From an optimization exercise on the open Yosys and OpenROAD flow, aimed at small area, a short achievable clock period and few clock cycles; shortcuts taken in it are not production practice.
The RTL was checked by simulation tests, not by an equivalence proof against the original design.
Power and IR drop assume default switching activity.

==> inputs of job 4490 <==
==> flow/design.v <==
module lenet_engine (
    input  wire        clk,
    input  wire        rst,         
    input  wire        start,
    input  wire [3:0]  op,
    output wire        busy,
    output reg         done,
    output reg         act_re,
    output reg  [14:0] act_raddr,
    input  wire [15:0] act_rdata,
    output reg         act_we,
    output reg  [14:0] act_waddr,
    output wire [15:0] act_wdata,
    output reg         wt_re,
    output reg  [18:0] wt_raddr,
    input  wire [15:0] wt_rdata
);
    localparam [14:0] IMG_BASE   = 15'd0;
    localparam [14:0] C1_BASE    = 15'd784;
    localparam [14:0] P1_BASE    = 15'd12304;
    localparam [14:0] C2_BASE    = 15'd15184;
    localparam [14:0] P2_BASE    = 15'd17744;
    localparam [14:0] H1_BASE    = 15'd18384;
    localparam [14:0] LOGIT_BASE = 15'd18784;
    localparam [18:0] WC1_BASE = 19'd0;
    localparam [18:0] BC1_BASE = 19'd500;
    localparam [18:0] WC2_BASE = 19'd520;
    localparam [18:0] BC2_BASE = 19'd20520;
    localparam [18:0] WF1_BASE = 19'd20560;
    localparam [18:0] BF1_BASE = 19'd276560;
    localparam [18:0] WF2_BASE = 19'd276960;
    localparam [18:0] BF2_BASE = 19'd280960;
    reg        busy_r;
    reg        run;           
    reg        init;          
    reg  [6:1] st;            
    reg        fwd;           
    assign busy = busy_r;
    wire s_conv = st[1] | st[3];
    wire s_pool = st[2] | st[4];
    wire s_fc   = st[5] | st[6];
    reg [2:0] kx, ky;         
    reg [4:0] z;              
    reg [4:0] ox, oy;         
    reg [8:0] k;              
    reg [18:0] wsave;         
    reg i_bias;               
    wire [14:0] in_base = ({15{st[1]}} & IMG_BASE) | ({15{st[2]}} & C1_BASE) |
                          ({15{st[3]}} & P1_BASE)  | ({15{st[4]}} & C2_BASE) |
                          ({15{st[5]}} & P2_BASE)  | ({15{st[6]}} & H1_BASE);
    wire [18:0] w_base  = ({19{st[1]}} & WC1_BASE) | ({19{st[3]}} & WC2_BASE) |
                          ({19{st[5]}} & WF1_BASE) | ({19{st[6]}} & WF2_BASE);
    wire [18:0] b_base  = ({19{st[1]}} & BC1_BASE) | ({19{st[3]}} & BC2_BASE) |
                          ({19{st[5]}} & BF1_BASE) | ({19{st[6]}} & BF2_BASE);
    wire [14:0] fc_last_in = ({15{st[5]}} & (P2_BASE + 15'd639)) |
                             ({15{st[6]}} & (H1_BASE + 15'd399));
    wire kx4     = (kx == 3'd4);
    wire tap3    = (kx == 3'd3);
    wire ky_end  = (ky == 3'd4);
    wire z_end   = st[1] | (z == 5'd19);
    wire fc_end  = (act_raddr == fc_last_in);
    wire mac_end = s_fc ? fc_end : (kx4 && ky_end && z_end);
    wire ox_end  = (st[1] & (ox == 5'd23)) | (st[2] & (ox == 5'd11)) |
                   (st[3] & (ox == 5'd7))  | (st[4] & (ox == 5'd3));
    wire oy_end  = (st[1] & (oy == 5'd23)) | (st[2] & (oy == 5'd11)) |
                   (st[3] & (oy == 5'd7))  | (st[4] & (oy == 5'd3));
    wire k_end   = ((st[1] | st[2]) & (k == 9'd19)) | ((st[3] | st[4]) & (k == 9'd39)) |
                   (st[5] & (k == 9'd399)) | (st[6] & (k == 9'd9));
    wire plane_end = ox_end & oy_end;
    wire out_end = k_end & (s_fc | plane_end);
    wire chan_next = s_fc | plane_end;               
    reg [14:0] a_step;
    always @(*) begin
        a_step = 15'd1;
        if (s_pool) begin
            if (kx == 3'd1) a_step = st[2] ? 15'd23 : 15'd7;          
        end else if (s_conv && kx4) begin
            if (!ky_end)    a_step = st[1] ? 15'd24 : 15'd8;          
            else            a_step = 15'd92;                          
        end
    end
    reg [14:0] o_step;
    always @(*) begin
        if (!ox_end)
            o_step = st[1] ? -15'd115 : st[3] ? -15'd2787 : st[2] ? -15'd23 : -15'd7;
        else
            o_step = st[1] ? -15'd111 : st[3] ? -15'd2783 : 15'd1;
    end
    wire o_load = s_fc | (s_conv & plane_end);      
    wire stage_last = !fwd | st[6];
    wire start_ok = start && !busy_r;
    wire op_run   = (op == 4'd15) || (op >= 4'd1 && op <= 4'd6);
    wire out_step = run & (s_pool ? tap3 : i_bias);
    always @(posedge clk) begin
        if (rst) begin
            busy_r <= 1'b0;
            run    <= 1'b0;
            init   <= 1'b0;
            act_re <= 1'b0;
            wt_re  <= 1'b0;
            i_bias <= 1'b0;
        end else begin
            if (start_ok) begin
                busy_r <= 1'b1;
                fwd    <= (op == 4'd15);
                st     <= (op == 4'd15) ? 6'b000001 : (6'b000001 << (op[2:0] - 3'd1));
                init   <= op_run;
            end
            if (w_end)
                busy_r <= 1'b0;
            if (init) begin
                init <= 1'b0;
                run  <= 1'b1;
                kx <= 3'd0; ky <= 3'd0; z <= 5'd0; ox <= 5'd0; oy <= 5'd0; k <= 9'd0;
                act_raddr <= in_base;
                wt_raddr  <= w_base;
                wsave     <= w_base;
                i_bias    <= 1'b0;
                act_re    <= 1'b1;
                wt_re     <= !s_pool;
            end else if (run) begin
                if (!s_pool && !i_bias && !mac_end) begin
                    act_raddr <= act_raddr + a_step;
                    wt_raddr  <= wt_raddr + 19'd1;
                    if (kx4) begin
                        kx <= 3'd0;
                        if (ky_end) begin
                            ky <= 3'd0;
                            z  <= z + 5'd1;
                        end else
                            ky <= ky + 3'd1;
                    end else
                        kx <= kx + 3'd1;
                end else if (!s_pool && !i_bias) begin
                    i_bias   <= 1'b1;
                    act_re   <= 1'b0;
                    wt_raddr <= b_base + {10'd0, k};
                    if (chan_next)
                        wsave <= wt_raddr + 19'd1;
                    act_raddr <= o_load ? in_base : act_raddr + o_step;
                end else if (s_pool && !tap3) begin
                    act_raddr <= act_raddr + a_step;
                    kx <= kx + 3'd1;
                end else begin
                    kx <= 3'd0; ky <= 3'd0; z <= 5'd0;
                    i_bias   <= 1'b0;
                    wt_raddr <= wsave;
                    if (s_pool)
                        act_raddr <= act_raddr + o_step;
                    if (chan_next) begin
                        ox <= 5'd0; oy <= 5'd0; k <= k + 9'd1;
                    end else if (ox_end) begin
                        ox <= 5'd0; oy <= oy + 5'd1;
                    end else
                        ox <= ox + 5'd1;
                    act_re <= 1'b1;
                    if (out_end) begin
                        act_re <= 1'b0;
                        wt_re  <= 1'b0;
                        run    <= 1'b0;
                        if (!stage_last) begin
                            st   <= st << 1;
                            init <= 1'b1;
                        end
                    end
                end
            end
        end
    end
    reg d_end, r_end, m_end, a_end, w_end;
    reg d_bias, d_pool, d_first, d_last, d_relu;
    reg r_first, r_last, r_relu, r_pool;
    reg m_first, m_last, m_relu;
    reg fin_relu;
    reg signed [15:0] a_r;
    reg [7:0] bd_one, bd_two, bd_neg;        
    reg [31:0] s_r, c_r;
    reg [31:0] acc;
    wire cmd_end = (out_step && out_end && stage_last) || (start_ok && !op_run);
    wire fin_nx  = m_last || (r_last && r_pool);
    always @(posedge clk) begin
        if (rst) begin
            d_end <= 1'b0; r_end <= 1'b0; m_end <= 1'b0; a_end <= 1'b0; w_end <= 1'b0;
            done  <= 1'b0;
            d_last <= 1'b0; r_last <= 1'b0; m_last <= 1'b0;
            d_pool <= 1'b0; r_pool <= 1'b0;
            act_we <= 1'b0;
        end else begin
            d_end <= cmd_end;
            r_end <= d_end;
            m_end <= r_end;
            a_end <= m_end;
            w_end <= a_end;
            done  <= w_end;
            d_last <= out_step;
            d_pool <= run && s_pool;
            r_last <= d_last;
            r_pool <= d_pool;
            m_last <= r_last && !r_pool;
            act_we <= fin_nx;
        end
    end
    wire [16:0] wx = {wt_rdata, 1'b0};
    reg  [7:0] bo, bt, bn;
    integer j;
    always @(*) begin
        for (j = 0; j < 8; j = j + 1) begin
            bo[j] = wx[2*j] ^ wx[2*j+1];
            bt[j] = (wx[2*j+2] ^ wx[2*j+1]) & ~(wx[2*j] ^ wx[2*j+1]);
            bn[j] = wx[2*j+2] & ~(wx[2*j+1] & wx[2*j]);
        end
    end
    reg [31:0] row [0:8];
    reg [16:0] sel;
    integer i2;
    always @(*) begin
        row[8] = 32'hAAAB0000;              
        for (i2 = 0; i2 < 8; i2 = i2 + 1) begin
            sel = bd_one[i2] ? {a_r[15], a_r} : (bd_two[i2] ? {a_r, 1'b0} : 17'd0);
            if (bd_neg[i2]) sel = ~sel;
            row[i2] = {15'd0, ~sel[16], sel[15:0]} << (2*i2);
            row[8]  = row[8] | ({31'd0, bd_neg[i2]} << (2*i2));
        end
    end
    function [63:0] csa;                    
        input [31:0] x, y, w;
        csa = {((x & y) | (x & w) | (y & w)) << 1, x ^ y ^ w};
    endfunction
    wire [63:0] l1a = csa(row[0], row[1], row[2]);
    wire [63:0] l1b = csa(row[3], row[4], row[5]);
    wire [63:0] l1c = csa(row[6], row[7], row[8]);
    wire [63:0] l2a = csa(l1a[31:0], l1a[63:32], l1b[31:0]);
    wire [63:0] l2b = csa(l1b[63:32], l1c[31:0], l1c[63:32]);
    wire [63:0] l3a = csa(l2a[31:0], l2a[63:32], l2b[31:0]);
    wire [63:0] l4a = csa(l3a[31:0], l3a[63:32], l2b[63:32]);
    wire [31:0] acc_in = m_first ? 32'd0 : acc;
    wire [63:0] l5a = csa(acc_in, s_r, c_r);
    wire [31:0] acc_sum = l5a[31:0] + l5a[63:32];
    always @(posedge clk) begin
        d_bias  <= i_bias;
        d_first <= s_pool ? (kx == 3'd0) : (kx == 3'd0 && ky == 3'd0 && z == 5'd0 && !i_bias);
        d_relu  <= !s_pool && !st[6];
        a_r <= d_bias ? 16'sd256 : $signed(act_rdata);
        bd_one <= bo; bd_two <= bt; bd_neg <= bn;
        r_first <= d_first; r_relu <= d_relu;
        s_r <= l4a[31:0];
        c_r <= l4a[63:32];
        m_first <= r_first; m_relu <= r_relu;
        if (r_pool) begin
            if (r_first || (a_r > $signed(acc[23:8])))
                acc[23:8] <= a_r;
        end else
            acc <= acc_sum;
        fin_relu <= r_pool ? 1'b0 : m_relu;
        if (start_ok)
            act_waddr <= (op == 4'd15) ? (C1_BASE - 15'd1) :
                         ({15{op[2:0] == 3'd1}} & (C1_BASE - 15'd1)) |
                         ({15{op[2:0] == 3'd2}} & (P1_BASE - 15'd1)) |
                         ({15{op[2:0] == 3'd3}} & (C2_BASE - 15'd1)) |
                         ({15{op[2:0] == 3'd4}} & (P2_BASE - 15'd1)) |
                         ({15{op[2:0] == 3'd5}} & (H1_BASE - 15'd1)) |
                         ({15{op[2:0] == 3'd6}} & (LOGIT_BASE - 15'd1));
        else if (fin_nx)
            act_waddr <= act_waddr + 15'd1;
    end
    assign act_wdata = (fin_relu && acc[31]) ? 16'd0 : acc[23:8];
endmodule
==> flow/run.sh <==
#!/bin/bash
# synth_recipe.tcl (not shown) runs the flow's synth.tcl, then flattens the netlist and writes it again
# the make line also repeats each setting of config.mk as NAME=value (left out here)
make -C /OpenROAD-flow-scripts/flow DESIGN_CONFIG=/design/flow/config.mk WORK_HOME=/design/flow/orfs CLKGATE_MAP_FILE= SYNTH_SCRIPT=/design/flow/synth_recipe.tcl finish
==> flow/config.mk <==
export PLATFORM = sky130hd
export DESIGN_NAME = lenet_engine
export DESIGN_NICKNAME = lenet_engine
export VERILOG_FILES = /design/flow/design.v
export SDC_FILE = /design/flow/constraint.sdc
export NUM_CORES = 4
export LEC_CHECK = 0
export ABC_CLOCK_PERIOD_IN_PS = 3000
export CAP_MARGIN = 20
export CORE_MARGIN = 2
export CORE_UTILIZATION = 40
export SETUP_SLACK_MARGIN = 5
export SLEW_MARGIN = 20
==> flow/constraint.sdc <==
create_clock -name core_clock -period 10.0 [get_ports {clk}]
set_input_delay 2.0000 -clock core_clock [delete_from_list [all_inputs] [get_ports {clk}]]
set_output_delay 2.0000 -clock core_clock [all_outputs]
set_load 0.01 [all_outputs]
==> inputs of job 897, as changes to job 4490 <==
--- a/flow/design.v
+++ b/flow/design.v
@@ -10,7 +10,7 @@
     input  wire [15:0] act_rdata,
     output reg         act_we,
     output reg  [14:0] act_waddr,
-    output wire [15:0] act_wdata,
+    output reg  [15:0] act_wdata,
     output reg         wt_re,
     output reg  [18:0] wt_raddr,
     input  wire [15:0] wt_rdata
@@ -40,11 +40,13 @@
     wire s_pool = st[2] | st[4];
     wire s_fc   = st[5] | st[6];
     reg [2:0] kx, ky;         
-    reg [4:0] z;              
+    reg [9:0] z;              
     reg [4:0] ox, oy;         
     reg [8:0] k;              
+    reg       k_end;          
     reg [18:0] wsave;         
     reg i_bias;               
+    reg i_first;              
     wire [14:0] in_base = ({15{st[1]}} & IMG_BASE) | ({15{st[2]}} & C1_BASE) |
                           ({15{st[3]}} & P1_BASE)  | ({15{st[4]}} & C2_BASE) |
                           ({15{st[5]}} & P2_BASE)  | ({15{st[6]}} & H1_BASE);
@@ -52,20 +54,17 @@
                           ({19{st[5]}} & WF1_BASE) | ({19{st[6]}} & WF2_BASE);
     wire [18:0] b_base  = ({19{st[1]}} & BC1_BASE) | ({19{st[3]}} & BC2_BASE) |
                           ({19{st[5]}} & BF1_BASE) | ({19{st[6]}} & BF2_BASE);
-    wire [14:0] fc_last_in = ({15{st[5]}} & (P2_BASE + 15'd639)) |
-                             ({15{st[6]}} & (H1_BASE + 15'd399));
-    wire kx4     = (kx == 3'd4);
-    wire tap3    = (kx == 3'd3);
-    wire ky_end  = (ky == 3'd4);
-    wire z_end   = st[1] | (z == 5'd19);
-    wire fc_end  = (act_raddr == fc_last_in);
-    wire mac_end = s_fc ? fc_end : (kx4 && ky_end && z_end);
-    wire ox_end  = (st[1] & (ox == 5'd23)) | (st[2] & (ox == 5'd11)) |
-                   (st[3] & (ox == 5'd7))  | (st[4] & (ox == 5'd3));
-    wire oy_end  = (st[1] & (oy == 5'd23)) | (st[2] & (oy == 5'd11)) |
-                   (st[3] & (oy == 5'd7))  | (st[4] & (oy == 5'd3));
-    wire k_end   = ((st[1] | st[2]) & (k == 9'd19)) | ((st[3] | st[4]) & (k == 9'd39)) |
-                   (st[5] & (k == 9'd399)) | (st[6] & (k == 9'd9));
+    wire [2:0]  kx0 = s_pool ? 3'd3 : 3'd4;
+    wire [9:0]  z0  = ({10{st[3]}} & 10'd19) | ({10{st[5]}} & 10'd639) | ({10{st[6]}} & 10'd399);
+    wire [4:0]  o0  = ({5{st[1]}} & 5'd23) | ({5{st[2]}} & 5'd11) |
+                      ({5{st[3]}} & 5'd7)  | ({5{st[4]}} & 5'd3);
+    wire [8:0]  k_last = ({9{st[1] | st[2]}} & 9'd19) | ({9{st[3] | st[4]}} & 9'd39) |
+                         ({9{st[5]}} & 9'd399) | ({9{st[6]}} & 9'd9);
+    wire kx0_z   = (kx == 3'd0);
+    wire ky0_z   = (ky == 3'd0);
+    wire z0_z    = (z == 10'd0);
+    wire mac_end = z0_z & (s_fc | (kx0_z & ky0_z));
+    reg  ox_end, oy_end;      
     wire plane_end = ox_end & oy_end;
     wire out_end = k_end & (s_fc | plane_end);
     wire chan_next = s_fc | plane_end;               
@@ -73,9 +72,9 @@
     always @(*) begin
         a_step = 15'd1;
         if (s_pool) begin
-            if (kx == 3'd1) a_step = st[2] ? 15'd23 : 15'd7;          
-        end else if (s_conv && kx4) begin
-            if (!ky_end)    a_step = st[1] ? 15'd24 : 15'd8;          
+            if (kx == 3'd2) a_step = st[2] ? 15'd23 : 15'd7;          
+        end else if (s_conv && kx0_z) begin
+            if (!ky0_z)     a_step = st[1] ? 15'd24 : 15'd8;          
             else            a_step = 15'd92;                          
         end
     end
@@ -90,7 +89,7 @@
     wire stage_last = !fwd | st[6];
     wire start_ok = start && !busy_r;
     wire op_run   = (op == 4'd15) || (op >= 4'd1 && op <= 4'd6);
-    wire out_step = run & (s_pool ? tap3 : i_bias);
+    wire out_step = run & (s_pool ? kx0_z : i_bias);
     always @(posedge clk) begin
         if (rst) begin
             busy_r <= 1'b0;
@@ -111,7 +110,6 @@
             if (init) begin
                 init <= 1'b0;
                 run  <= 1'b1;
-                kx <= 3'd0; ky <= 3'd0; z <= 5'd0; ox <= 5'd0; oy <= 5'd0; k <= 9'd0;
                 act_raddr <= in_base;
                 wt_raddr  <= w_base;
                 wsave     <= w_base;
@@ -122,15 +120,6 @@
                 if (!s_pool && !i_bias && !mac_end) begin
                     act_raddr <= act_raddr + a_step;
                     wt_raddr  <= wt_raddr + 19'd1;
-                    if (kx4) begin
-                        kx <= 3'd0;
-                        if (ky_end) begin
-                            ky <= 3'd0;
-                            z  <= z + 5'd1;
-                        end else
-                            ky <= ky + 3'd1;
-                    end else
-                        kx <= kx + 3'd1;
                 end else if (!s_pool && !i_bias) begin
                     i_bias   <= 1'b1;
                     act_re   <= 1'b0;
@@ -138,21 +127,13 @@
                     if (chan_next)
                         wsave <= wt_raddr + 19'd1;
                     act_raddr <= o_load ? in_base : act_raddr + o_step;
-                end else if (s_pool && !tap3) begin
+                end else if (s_pool && !kx0_z) begin
                     act_raddr <= act_raddr + a_step;
-                    kx <= kx + 3'd1;
                 end else begin
-                    kx <= 3'd0; ky <= 3'd0; z <= 5'd0;
                     i_bias   <= 1'b0;
                     wt_raddr <= wsave;
                     if (s_pool)
                         act_raddr <= act_raddr + o_step;
-                    if (chan_next) begin
-                        ox <= 5'd0; oy <= 5'd0; k <= k + 9'd1;
-                    end else if (ox_end) begin
-                        ox <= 5'd0; oy <= oy + 5'd1;
-                    end else
-                        ox <= ox + 5'd1;
                     act_re <= 1'b1;
                     if (out_end) begin
                         act_re <= 1'b0;
@@ -167,15 +148,55 @@
             end
         end
     end
+    always @(posedge clk) begin
+        if (init) begin
+            kx <= kx0; ky <= 3'd4; z <= z0; ox <= o0; oy <= o0; k <= 9'd0;
+            ox_end <= (o0 == 5'd0); oy_end <= (o0 == 5'd0);
+            k_end <= 1'b0;
+            i_first <= 1'b1;
+        end else if (run) begin
+            if (out_step) begin
+                kx <= kx0; ky <= 3'd4; z <= z0;
+                i_first <= 1'b1;
+                if (chan_next) begin
+                    ox <= o0; oy <= o0; k <= k + 9'd1;
+                    ox_end <= (o0 == 5'd0); oy_end <= (o0 == 5'd0);
+                    k_end <= (k + 9'd1 == k_last);
+                end else if (ox_end) begin
+                    ox <= o0; oy <= oy - 5'd1;
+                    ox_end <= (o0 == 5'd0); oy_end <= (oy == 5'd1);
+                end else begin
+                    ox <= ox - 5'd1;
+                    ox_end <= (ox == 5'd1);
+                end
+            end else if (!i_bias) begin
+                i_first <= 1'b0;
+                if (s_fc) begin
+                    z <= z - 10'd1;
+                end else if (!kx0_z || s_pool) begin
+                    kx <= kx - 3'd1;
+                end else begin
+                    kx <= 3'd4;
+                    if (!ky0_z)
+                        ky <= ky - 3'd1;
+                    else begin
+                        ky <= 3'd4;
+                        z  <= z - 10'd1;
+                    end
+                end
+            end
+        end
+    end
     reg d_end, r_end, m_end, a_end, w_end;
     reg d_bias, d_pool, d_first, d_last, d_relu;
     reg r_first, r_last, r_relu, r_pool;
     reg m_first, m_last, m_relu;
-    reg fin_relu;
+    reg fin, fin_relu;
     reg signed [15:0] a_r;
     reg [7:0] bd_one, bd_two, bd_neg;        
     reg [31:0] s_r, c_r;
-    reg [31:0] acc;
+    reg [31:0] acc;       
+    reg        acc_cy;
     wire cmd_end = (out_step && out_end && stage_last) || (start_ok && !op_run);
     wire fin_nx  = m_last || (r_last && r_pool);
     always @(posedge clk) begin
@@ -184,6 +205,7 @@
             done  <= 1'b0;
             d_last <= 1'b0; r_last <= 1'b0; m_last <= 1'b0;
             d_pool <= 1'b0; r_pool <= 1'b0;
+            fin    <= 1'b0;
             act_we <= 1'b0;
         end else begin
             d_end <= cmd_end;
@@ -197,7 +219,8 @@
             r_last <= d_last;
             r_pool <= d_pool;
             m_last <= r_last && !r_pool;
-            act_we <= fin_nx;
+            fin    <= fin_nx;
+            act_we <= fin;
         end
     end
     wire [16:0] wx = {wt_rdata, 1'b0};
@@ -216,8 +239,8 @@
     always @(*) begin
         row[8] = 32'hAAAB0000;              
         for (i2 = 0; i2 < 8; i2 = i2 + 1) begin
-            sel = bd_one[i2] ? {a_r[15], a_r} : (bd_two[i2] ? {a_r, 1'b0} : 17'd0);
-            if (bd_neg[i2]) sel = ~sel;
+            sel = (({17{bd_one[i2]}} & {a_r[15], a_r}) | ({17{bd_two[i2]}} & {a_r, 1'b0})) ^
+                  {17{bd_neg[i2]}};
             row[i2] = {15'd0, ~sel[16], sel[15:0]} << (2*i2);
             row[8]  = row[8] | ({31'd0, bd_neg[i2]} << (2*i2));
         end
@@ -234,11 +257,15 @@
     wire [63:0] l3a = csa(l2a[31:0], l2a[63:32], l2b[31:0]);
     wire [63:0] l4a = csa(l3a[31:0], l3a[63:32], l2b[63:32]);
     wire [31:0] acc_in = m_first ? 32'd0 : acc;
-    wire [63:0] l5a = csa(acc_in, s_r, c_r);
-    wire [31:0] acc_sum = l5a[31:0] + l5a[63:32];
+    wire        cy_in  = m_first ? 1'b0 : acc_cy;
+    wire [63:0] l5a    = csa(acc_in, s_r, c_r);
+    wire [16:0] lo_sum = l5a[15:0] + l5a[47:32];
+    wire [15:0] hi_sum = l5a[31:16] + l5a[63:48] + {15'd0, cy_in};
+    wire [31:0] acc_sum = {hi_sum, lo_sum[15:0]};
+    wire [15:0] acc_hi = acc[31:16] + {15'd0, acc_cy};    
     always @(posedge clk) begin
         d_bias  <= i_bias;
-        d_first <= s_pool ? (kx == 3'd0) : (kx == 3'd0 && ky == 3'd0 && z == 5'd0 && !i_bias);
+        d_first <= i_first && !i_bias;
         d_relu  <= !s_pool && !st[6];
         a_r <= d_bias ? 16'sd256 : $signed(act_rdata);
         bd_one <= bo; bd_two <= bt; bd_neg <= bn;
@@ -246,11 +273,14 @@
         s_r <= l4a[31:0];
         c_r <= l4a[63:32];
         m_first <= r_first; m_relu <= r_relu;
+        acc_cy     <= r_pool ? 1'b0 : lo_sum[16];
+        acc[31:24] <= acc_sum[31:24];
+        acc[7:0]   <= acc_sum[7:0];
         if (r_pool) begin
             if (r_first || (a_r > $signed(acc[23:8])))
                 acc[23:8] <= a_r;
         end else
-            acc <= acc_sum;
+            acc[23:8] <= acc_sum[23:8];
         fin_relu <= r_pool ? 1'b0 : m_relu;
         if (start_ok)
             act_waddr <= (op == 4'd15) ? (C1_BASE - 15'd1) :
@@ -260,8 +290,8 @@
                          ({15{op[2:0] == 3'd4}} & (P2_BASE - 15'd1)) |
                          ({15{op[2:0] == 3'd5}} & (H1_BASE - 15'd1)) |
                          ({15{op[2:0] == 3'd6}} & (LOGIT_BASE - 15'd1));
-        else if (fin_nx)
+        else if (fin)
             act_waddr <= act_waddr + 15'd1;
-    end
-    assign act_wdata = (fin_relu && acc[31]) ? 16'd0 : acc[23:8];
+        act_wdata <= (fin_relu && acc_hi[15]) ? 16'd0 : {acc_hi[7:0], acc[15:8]};
+    end
 endmodule
==> flow/flow/run.sh (new file) <==
#!/bin/bash
set -euo pipefail
bash standard.sh SETUP_SLACK_MARGIN=6.8 finish > flow_make.log 2>&1
==> flow/standard.sh (new file) <==
#!/bin/bash
# synth_recipe.tcl (not shown) runs the flow's synth.tcl, then flattens the netlist and writes it again
# the make line also repeats each setting of config.mk as NAME=value (left out here)
make -C /OpenROAD-flow-scripts/flow DESIGN_CONFIG=/design/flow/config.mk WORK_HOME=/design/flow/orfs CLKGATE_MAP_FILE= SYNTH_SCRIPT=/design/flow/synth_recipe.tcl "${@:-finish}"
--- a/flow/config.mk
+++ b/flow/config.mk
@@ -6,8 +6,9 @@
 export NUM_CORES = 4
 export LEC_CHECK = 0
 export ABC_CLOCK_PERIOD_IN_PS = 3000
-export CAP_MARGIN = 20
+export CAP_MARGIN = 0
 export CORE_MARGIN = 2
 export CORE_UTILIZATION = 40
-export SETUP_SLACK_MARGIN = 5
-export SLEW_MARGIN = 20
+export CTS_CLUSTER_DIAMETER = 60
+export CTS_CLUSTER_SIZE = 30
+export SLEW_MARGIN = 0
removed: flow/run.sh
==> inputs of job 1560, as changes to job 4490 <==
==> flow/flow/run.sh (new file) <==
#!/bin/bash
set -euo pipefail
bash standard.sh SETUP_SLACK_MARGIN=6.8 finish > flow_make.log 2>&1
==> flow/standard.sh (new file) <==
#!/bin/bash
# synth_recipe.tcl (not shown) runs the flow's synth.tcl, then flattens the netlist and writes it again
# the make line also repeats each setting of config.mk as NAME=value (left out here)
make -C /OpenROAD-flow-scripts/flow DESIGN_CONFIG=/design/flow/config.mk WORK_HOME=/design/flow/orfs CLKGATE_MAP_FILE= SYNTH_SCRIPT=/design/flow/synth_recipe.tcl "${@:-finish}"
--- a/flow/config.mk
+++ b/flow/config.mk
@@ -9,5 +9,4 @@
 export CAP_MARGIN = 20
 export CORE_MARGIN = 2
 export CORE_UTILIZATION = 40
-export SETUP_SLACK_MARGIN = 5
 export SLEW_MARGIN = 20
removed: flow/run.sh
==> qor summary <==
	job 1560	job 897	job 4490
Final critical-path setup slack	6.54 ns	6.73 ns	5.93 ns
Final cell count without fillers	3213	2934	2999
Length of routed met2 wiring	27500 microns	24600 microns	23800 microns
Vertical extent of the die	229 microns	229 microns	229 microns
Most common cell in the netlist	sky130_fd_sc_hd__nand2_1	sky130_fd_sc_hd__dfxtp_1	sky130_fd_sc_hd__nand2_1
Combined area of the multi-input logic cells	13700 sq um	12300 sq um	12500 sq um
Clock transition at the registers of the reported paths	0.06 ns	0.08 ns	0.06 ns
Start point of the critical path	acc[31]	act_waddr[7]	ox[0]
Run status	timing/DRC/antenna clean	timing/DRC/antenna clean	timing/DRC/antenna clean
Combinational Power	5.37 mW	3.40 mW	3.90 mW
Met1 Routed Length	25600 microns	23100 microns	23000 microns
Post-Route WL	59300 microns	52900 microns	51200 microns
Critical R2R Capture	acc[21]	act_raddr[11]	act_raddr[14]
Worst Max-Slew Pin Slew	1.12 ns	1.11 ns	1.16 ns
Testbench counts of job 4490, summed over its fixed seeds: cycles 7,426,332.
Testbench counts of job 897, summed over its fixed seeds: cycles 7,426,332.
Testbench counts of job 1560, summed over its fixed seeds: cycles 7,426,332.

==> static timing again, ports no longer ideal <==
In the flow no input, the clock included, has a driving cell. The finished layouts below were timed again as built, in two steps. Step 1 assumes that a clkbuf_16 drives the clock port and a buf_2 every other input. Step 2 also shifts input and output timing later by t, the mid clock arrival at the registers, as if the neighbouring blocks saw the same clock. a / b / c = ideal / step 1 / step 2; a / b = the first two.
run	t, ns	setup WS [ns]	latest minus earliest clock arrival (ns)
job 4490	0.585	5.931 / 5.931 / 5.910	0.036 / 0.036
job 897	0.647	6.729 / 6.673 / 6.351	0.040 / 0.040
job 1560	0.649	6.537 / 6.482 / 6.277	0.038 / 0.037
After both steps setup and hold are still met in every run listed. The setup slack of job 897, which loses most, moves by -0.056 ns with the drivers and by -0.378 ns with both steps.
